This design comes from an exercise in tuning for small area and a short achievable clock period on the open sky130 flow, not from production work. In this exercise RTL edits were held to simulation tests only and were not proved equivalent to the original. The clock port is modelled as an ideal driver; clocking choices that lean on that would not hold on a real chip.

==> flow/design.v (excerpt) <==
module hpif_core (
    input  wire        clk,
    input  wire        rst,
    input  wire        s_valid,
    input  wire [1:0]  s,
    input  wire [7:0]  echo_mask,
    output wire        bit_valid,
    output wire        bit_val,
    output wire        bit_sync,
    output wire        m_valid,
    output wire [10:0] m,
    output wire [2:0]  m_class,
    output wire        echo,
    output wire        fault,
    input  wire        c_valid,
    input  wire [1:0]  c_kind,
    input  wire        din,
    input  wire [19:0] dev_id,
    output wire        dout,
    output wire        id_valid,
    output wire [19:0] id,
    output wire        acc_valid
);
    wire [7:0] esel;
    hpif_tap u_tap (
        .clk(clk), .rst(rst), .s_valid(s_valid), .s(s),
        .bit_valid(bit_valid), .bit_val(bit_val), .bit_sync(bit_sync),
        .m_valid(m_valid), .m(m), .m_class(m_class), .esel(esel), .fault(fault)
    );
    hpif_echo u_echo (.mask(echo_mask), .sel(esel), .echo(echo));
    hpif_device u_dev (
        .clk(clk), .rst(rst),
  ...
Settings: LEC_CHECK=0, CAP_MARGIN=20, CORE_MARGIN=2, CORE_UTILIZATION=60, SLEW_MARGIN=20, SYNTH_HIERARCHICAL=1, SYNTH_MINIMUM_KEEP_SIZE=0; clock period 22.0 ns.
standard.sh (not shown) runs the stock make flow with config.mk's settings and CLKGATE_MAP_FILE= SYNTH_SCRIPT=/design/flow/synth_recipe.tcl, a recipe that flattens the netlist after the stock synthesis.
==> flow/flow/run.sh <==
#!/bin/bash
# The standard layout (standard.sh), with:
#  - synthesis by flow/synth_area.tcl: the standard synthesis, except that
#    ABC maps all logic but the echo AND-OR for area (flow/area.abc);
#  - port buffers of the smallest plain buffer (buf_1) instead of the delay
#    buffer buffer_ports picks by default;
#  - the clock buffered by flow/pre_cts.tcl (four clkbuf_4) instead of
#    TritonCTS's H-tree with dummy loads.
# The whole make output goes to standard.log.
set -o pipefail
here=$(pwd)
export FLOW_AREA_ABC="$here/flow/area.abc"
bash standard.sh finish \
  "SYNTH_SCRIPT=$here/flow/synth_area.tcl" \
  "BUFFER_PORTS_ARGS=-buffer_cell sky130_fd_sc_hd__buf_1" \
  "PRE_CTS_TCL=$here/flow/pre_cts.tcl" \
  "CTS_ARGS=-sink_clustering_enable -repair_clock_nets -dont_use_dummy_load" \
  > standard.log 2>&1
==> flow/flow/pre_cts.tcl <==
# Clock buffering in place of TritonCTS's H-tree: the clock sinks are split
# into 2 x 2 groups (by x into halves, then each half by y) and each group is
# driven by its own clkbuf_4 at the group's centroid, fed straight from the
# clock port. clock_tree_synthesis then finds the clock already buffered and
# adds nothing.
set cbuf sky130_fd_sc_hd__clkbuf_4
set sinks {}
foreach p [get_pins -hierarchical */CLK] {
  set inst [[sta::sta_to_db_pin $p] getInst]
  set loc [$inst getLocation]
  lappend sinks [list [lindex $loc 0] [lindex $loc 1] [get_full_name $p]]
}
set sinks [lsort -integer -index 0 $sinks]
set n [llength $sinks]
set half [expr {$n / 2}]
set groups {}
foreach part [list [lrange $sinks 0 [expr {$half - 1}]] [lrange $sinks $half end]] {
  set part [lsort -integer -index 1 $part]
  set m [llength $part]
  lappend groups [lrange $part 0 [expr {$m / 2 - 1}]] [lrange $part [expr {$m / 2}] end]
}
set dbu [[ord::get_db_tech] getDbUnitsPerMicron]
set g 0
foreach grp $groups {
  set sx 0; set sy 0; set pins {}
  foreach s $grp {
    set sx [expr {$sx + [lindex $s 0]}]
    set sy [expr {$sy + [lindex $s 1]}]
    lappend pins [get_pins [lindex $s 2]]
  }
  set k [llength $grp]
  insert_buffer -buffer_cell $cbuf -net clk -load_pins $pins \
    -location [list [expr {$sx / $k / double($dbu)}] [expr {$sy / $k / double($dbu)}]] \
    -buffer_name clkbuf_g$g -net_name clknet_g$g
  incr g
}
Other scripts of this flow, unchanged in this note and not shown: flow/flow/area.abc, flow/flow/synth_area.tcl
The baseline passed the timing, DRC and antenna checks.
Then changed:
--- a/flow/flow/run.sh
+++ b/flow/flow/run.sh
@@ -7 +7 @@
-#  - the clock buffered by flow/pre_cts.tcl (four clkbuf_4) instead of
+#  - the clock buffered by flow/pre_cts.tcl (three clkbuf_8) instead of
--- a/flow/flow/pre_cts.tcl
+++ b/flow/flow/pre_cts.tcl
@@ -2,5 +2,5 @@
-# into 2 x 2 groups (by x into halves, then each half by y) and each group is
-# driven by its own clkbuf_4 at the group's centroid, fed straight from the
-# clock port. clock_tree_synthesis then finds the clock already buffered and
-# adds nothing.
-set cbuf sky130_fd_sc_hd__clkbuf_4
+# into three groups by x position and each group is driven by its own
+# clkbuf_8 at the group's centroid, fed straight from the clock port.
+# clock_tree_synthesis then finds the clock already buffered and adds nothing.
+set nclk 3
+set cbuf sky130_fd_sc_hd__clkbuf_8
@@ -15,7 +14,0 @@
-set half [expr {$n / 2}]
-set groups {}
-foreach part [list [lrange $sinks 0 [expr {$half - 1}]] [lrange $sinks $half end]] {
-  set part [lsort -integer -index 1 $part]
-  set m [llength $part]
-  lappend groups [lrange $part 0 [expr {$m / 2 - 1}]] [lrange $part [expr {$m / 2}] end]
-}
@@ -23,2 +16,4 @@
-set g 0
-foreach grp $groups {
+for {set g 0} {$g < $nclk} {incr g} {
+  set lo [expr {$g * $n / $nclk}]
+  set hi [expr {($g + 1) * $n / $nclk - 1}]
+  set grp [lrange $sinks $lo $hi]
@@ -35 +29,0 @@
-  incr g
First-iteration DRC count is unchanged.
Global-route usage grows by 0.28 points.
Design area is higher slightly.
Routed wire length went down slightly.
Worst hold slack stays flat.

[re-timing with driven ports]
How much do the figures lean on ideal ports? The routed layouts below were timed once more, with nothing changed but the port constraints.
Step 1 assumes that a clkbuf_16 drives the clock port and a buf_2 every other input.
Step 2 moves the port delays by t, midway between the first and last clock arrival at a register: inputs arrive t later, outputs are due t later. That takes back most of the time a late clock gives input paths.
a / b / c = ideal ports / drivers / drivers and shift; a / b = the first two.
| run | t (ns) | setup WS [ns] | worst setup path after step 2 |
|---|---|---|---|
| the first run | 0.218 | 12.667 / 12.646 / 12.646 | input to output |
| the second run | 0.198 | 12.667 / 12.646 / 12.646 | input to output |
After both steps every run listed still meets setup and hold.
